Context: an optimization exercise on an open-source flow, tuned for small area, a short achievable clock period and few clock cycles. The choices shown serve that exercise and are no tape-out recipe.
Function was checked by simulation only, so behaviour that the tests miss may differ from the original.

==> run P: inputs <==
==> flow/design.v (excerpt) <==
module bmp_reduce #(
    parameter MAXW = 128
) (
    input  wire       clk,
    input  wire       rst,
    input  wire       start,
    input  wire [7:0] cfg_width,      
    input  wire       cfg_bpp4,       
    input  wire [1:0] cfg_dither,     
    input  wire [6:0] cfg_bright,     
    input  wire [6:0] cfg_contrast,   
    input  wire       cfg_order,      
    input  wire       cfg_invert,     
    input  wire       in_valid,
    output wire       in_ready,
    input  wire [7:0] in_b,
    input  wire [7:0] in_g,
    input  wire [7:0] in_r,
    output reg        out_valid,
    input  wire       out_ready,
    output wire [7:0] out_data
);
clock: 46.0 ns
lec_check: 0
cap_margin: 20
core_margin: 2
core_utilization: 60
cts_cluster_diameter: 80
cts_cluster_size: 30
slew_margin: 20
standard.sh (not shown) runs the stock make flow with config.mk's settings and CLKGATE_MAP_FILE= SYNTH_SCRIPT=/design/flow/synth_recipe.tcl, a recipe that flattens the netlist after the stock synthesis.
==> flow/flow/run.sh <==
#!/bin/bash
# Standard layout, but the port buffers are buf_2 cells instead of the
# buffer_ports default (clkdlybuf4s50_1), which is slower and larger.
set -euo pipefail
export BUFFER_PORTS_ARGS="-buffer_cell sky130_fd_sc_hd__buf_2"
bash standard.sh > flow_standard.log 2>&1
==> run H: changes against run P <==
--- a/flow/design.v
+++ b/flow/design.v
@@ -39,59 +39,71 @@
         end
     end
     wire [7:0] wm1    = width - 8'd1;
     wire       fsmode = !bpp4 && dither[0];
     reg        in_ready_r;
+    reg        va;           
+    reg        da;           
+    reg        pr;           
     reg  [7:0] xi;           
     reg  [6:0] g;            
-    reg  [1:0] z;            
+    reg  [1:0] zl;           
     assign in_ready = in_ready_r;
     wire accept = in_valid && in_ready_r;
     wire pop    = out_valid && out_ready;
-    wire       last_in = (xi == wm1);
-    wire       done_in = bpp4 ? (xi[0] || last_in) : (&xi[2:0] || last_in);
-    wire [7:0] xi_inc  = xi + 8'd1;
-    wire       done_nx = last_in ? (wm1 == 8'd0)
-                       : bpp4 ? (xi_inc[0] || xi_inc == wm1)
-                              : (&xi_inc[2:0] || xi_inc == wm1);
-    wire [2:0] s0 = {1'b0, z} + {2'b0, done_in};
-    wire [2:0] s1 = s0 + {2'b0, done_nx};
-    wire ok_a0 = pop ? (s0 <= 3'd4) : (s0 <= 3'd3);
-    wire ok_a1 = pop ? (s1 <= 3'd4) : (s1 <= 3'd3);
-    wire space_ok = accept ? ok_a1 : ok_a0;
-    wire g_wrap   = ({1'b0, g} >= wm1);
+    wire [7:0] xi_nx  = (xi == wm1) ? 8'd0 : xi + 8'd1;
+    wire [7:0] xc     = va ? xi_nx : xi;                  
+    wire [7:0] xc_nx  = (xc == wm1) ? 8'd0 : xc + 8'd1;
+    wire       dn0    = (xc == wm1) || (bpp4 ? xc[0] : &xc[2:0]);
+    wire       dn1    = (xc_nx == wm1) || (bpp4 ? xc_nx[0] : &xc_nx[2:0]);
+    wire [2:0] zc     = {1'b0, zl} + {2'b0, da} - {2'b0, pr};    
+    wire [2:0] c0  = zc + {2'b0, dn0};
+    wire [2:0] c1  = c0 + {2'b0, dn1};
+    wire ok00 = (c0 <= 3'd3);
+    wire ok01 = (c0 <= 3'd4);
+    wire ok10 = (c1 <= 3'd3);
+    wire ok11 = (c1 <= 3'd4);
+    wire [6:0] gn = va ? 7'd1 : ({1'b0, g} >= wm1) ? 7'd1 : g + 7'd1;
+    wire g_wrap   = ({1'b0, gn} >= wm1);
     wire w_small  = (wm1[7:1] == 7'd0);
-    wire phase_ok = !fsmode || (w_small ? !accept : (accept || g_wrap));
+    wire ph0 = !fsmode || (!w_small && g_wrap) || w_small;    
+    wire ph1 = !fsmode || !w_small;                           
+    wire rdy_a0 = ph0 && (out_ready && out_valid ? ok01 : ok00);
+    wire rdy_a1 = ph1 && (out_ready && out_valid ? ok11 : ok10);
     always @(posedge clk) begin
         if (rst) begin
             in_ready_r <= 1'b0;
-            z          <= 2'd0;
+            va         <= 1'b0;
+            da         <= 1'b0;
+            pr         <= 1'b0;
+            zl         <= 2'd0;
         end else begin
-            in_ready_r <= start || (phase_ok && space_ok);
-            z          <= z + {1'b0, accept && done_in} - {1'b0, pop};
+            in_ready_r <= start || (accept ? rdy_a1 : rdy_a0);
+            va         <= accept;
+            da         <= accept && dn0;
+            pr         <= pop;
+            zl         <= zc[1:0];
         end
     end
     always @(posedge clk) begin
         if (start) begin
             xi <= 8'd0;
             g  <= 7'h7f;
         end else begin
-            if (accept)
-                xi <= last_in ? 8'd0 : xi_inc;
-            g <= (accept || g_wrap) ? 7'd1 : g + 7'd1;
+            if (va)
+                xi <= xi_nx;
+            g <= gn;
         end
     end
-    reg va, vb, vc, ve, v2;
+    reg vb, vc, ve, v2;
     always @(posedge clk) begin
         if (rst) begin
-            va <= 1'b0;
             vb <= 1'b0;
             vc <= 1'b0;
             ve <= 1'b0;
             v2 <= 1'b0;
         end else begin
-            va <= accept;
             vb <= va;
             vc <= vb && !bpp4;
             ve <= vc;
             v2 <= ve;
         end
@@ -816,33 +828,45 @@
         if (proc)
             acc <= packed_byte;
     end
     wire       push = proc && byte_done;
     wire [7:0] pd   = packed_byte ^ {8{invert}};
-    reg  [1:0] n;
-    reg  [7:0] q0, q1, q2;
+    reg  [7:0] q0, s0, s1;
+    reg        k1, k2;
+    reg        rp, wp;
     assign out_data = q0;
+    wire       take    = out_ready || !out_valid;      
+    wire [7:0] s_rd    = rp ? s1 : s0;
     always @(posedge clk) begin
-        if (pop ? (n >= 2'd2) : 1'b0)
-            q0 <= q1;
-        else if (pop || n == 2'd0)
-            q0 <= pd;
-        if (pop ? (n == 2'd3) : 1'b0)
-            q1 <= q2;
-        else if (pop ? (n == 2'd2) : (n == 2'd1))
-            q1 <= pd;
-        if (pop ? (n == 2'd3) : (n == 2'd2))
-            q2 <= pd;
+        if (take)
+            q0 <= k1 ? s_rd : pd;
+        if (push && !wp)
+            s0 <= pd;
+        if (push && wp)
+            s1 <= pd;
     end
-    wire [1:0] n_next = n + {1'b0, push} - {1'b0, pop};
+    wire k_in_t  = push && k1;         
+    wire k_in_h  = push;               
     always @(posedge clk) begin
         if (rst) begin
-            n         <= 2'd0;
             out_valid <= 1'b0;
+            k1        <= 1'b0;
+            k2        <= 1'b0;
+            rp        <= 1'b0;
+            wp        <= 1'b0;
         end else begin
-            n         <= n_next;
-            out_valid <= (n_next != 2'd0);
+            if (take) begin
+                out_valid <= k1 || push;
+                k1 <= k2 || k_in_t;
+                k2 <= k2 && k_in_t;
+                rp <= rp ^ k1;
+                wp <= wp ^ k_in_t;
+            end else begin
+                k1 <= k1 || k_in_h;
+                k2 <= k2 || (k1 && k_in_h);
+                wp <= wp ^ k_in_h;
+            end
         end
     end
 endmodule
 module bmp_reduce_enc (input wire [6:0] m, output reg [5:0] c);
     always @(*) begin
--- a/flow/config.mk
+++ b/flow/config.mk
@@ -5,9 +5,9 @@
 export SDC_FILE = /design/flow/constraint.sdc
 export NUM_CORES = 4
 export LEC_CHECK = 0
 export CAP_MARGIN = 20
 export CORE_MARGIN = 2
-export CORE_UTILIZATION = 60
+export CORE_UTILIZATION = 72
 export CTS_CLUSTER_DIAMETER = 80
 export CTS_CLUSTER_SIZE = 30
 export SLEW_MARGIN = 20
==> summary.txt <==
- In critical path depth, run H and run P do not differ.
- Of run H and run P, run H has the higher via count (gap about 8%, measured against run P).
- Of run H and run P, run H has the higher core utilization (gap 12 points).
- Between run H and run P, the lower die area is in run H (gap about 14%, measured against run P).
- Against run H, the sequential share of layout area of run P is higher by 0.64 points.
- Maximum frequency: run H is lower than run P (about 0.4%).
- Of run P and run H, run P has the higher cell count (gap about 1.8%, measured against run H).
- Synthesized cell count: run P is lower than run H (2.3%).
- First-iteration DRC count: run H is larger than run P (24%).
Testbench counts of run P, summed over its fixed seeds: cycles 30,136.
Testbench counts of run H, summed over its fixed seeds: cycles 30,136.

## static timing again, ports no longer ideal
How much do the figures lean on ideal ports? The routed layouts below were timed once more, with nothing changed but the port constraints. Step 1 (the two cells are an assumption about what drives the block):
set clk [get_ports {clk}]
set_driving_cell -lib_cell sky130_fd_sc_hd__clkbuf_16 $clk
set_driving_cell -lib_cell sky130_fd_sc_hd__buf_2 [delete_from_list [all_inputs] $clk]
Step 2 times the ports against the registers' clock, not the clock port: input delays grow and output delays shrink by t, the midpoint of the rising clock arrivals with the driver on. Three values: no drivers, after step 1, after step 2; two values: the first two.
run | shift t [ns] | slack for setup (ns) | latest minus earliest clock arrival (ns) | pins driven straight from the clock port
run P | 0.683 | 35.597 / 35.534 / 35.053 | 0.061 / 0.060 | 1
run H | 0.707 | 35.556 / 35.489 / 35.390 | 0.079 / 0.080 | 1
After both steps setup and hold are still met in every run listed. The setup slack of run P, which loses most, moves by -0.063 ns with the drivers and by -0.544 ns with both steps.
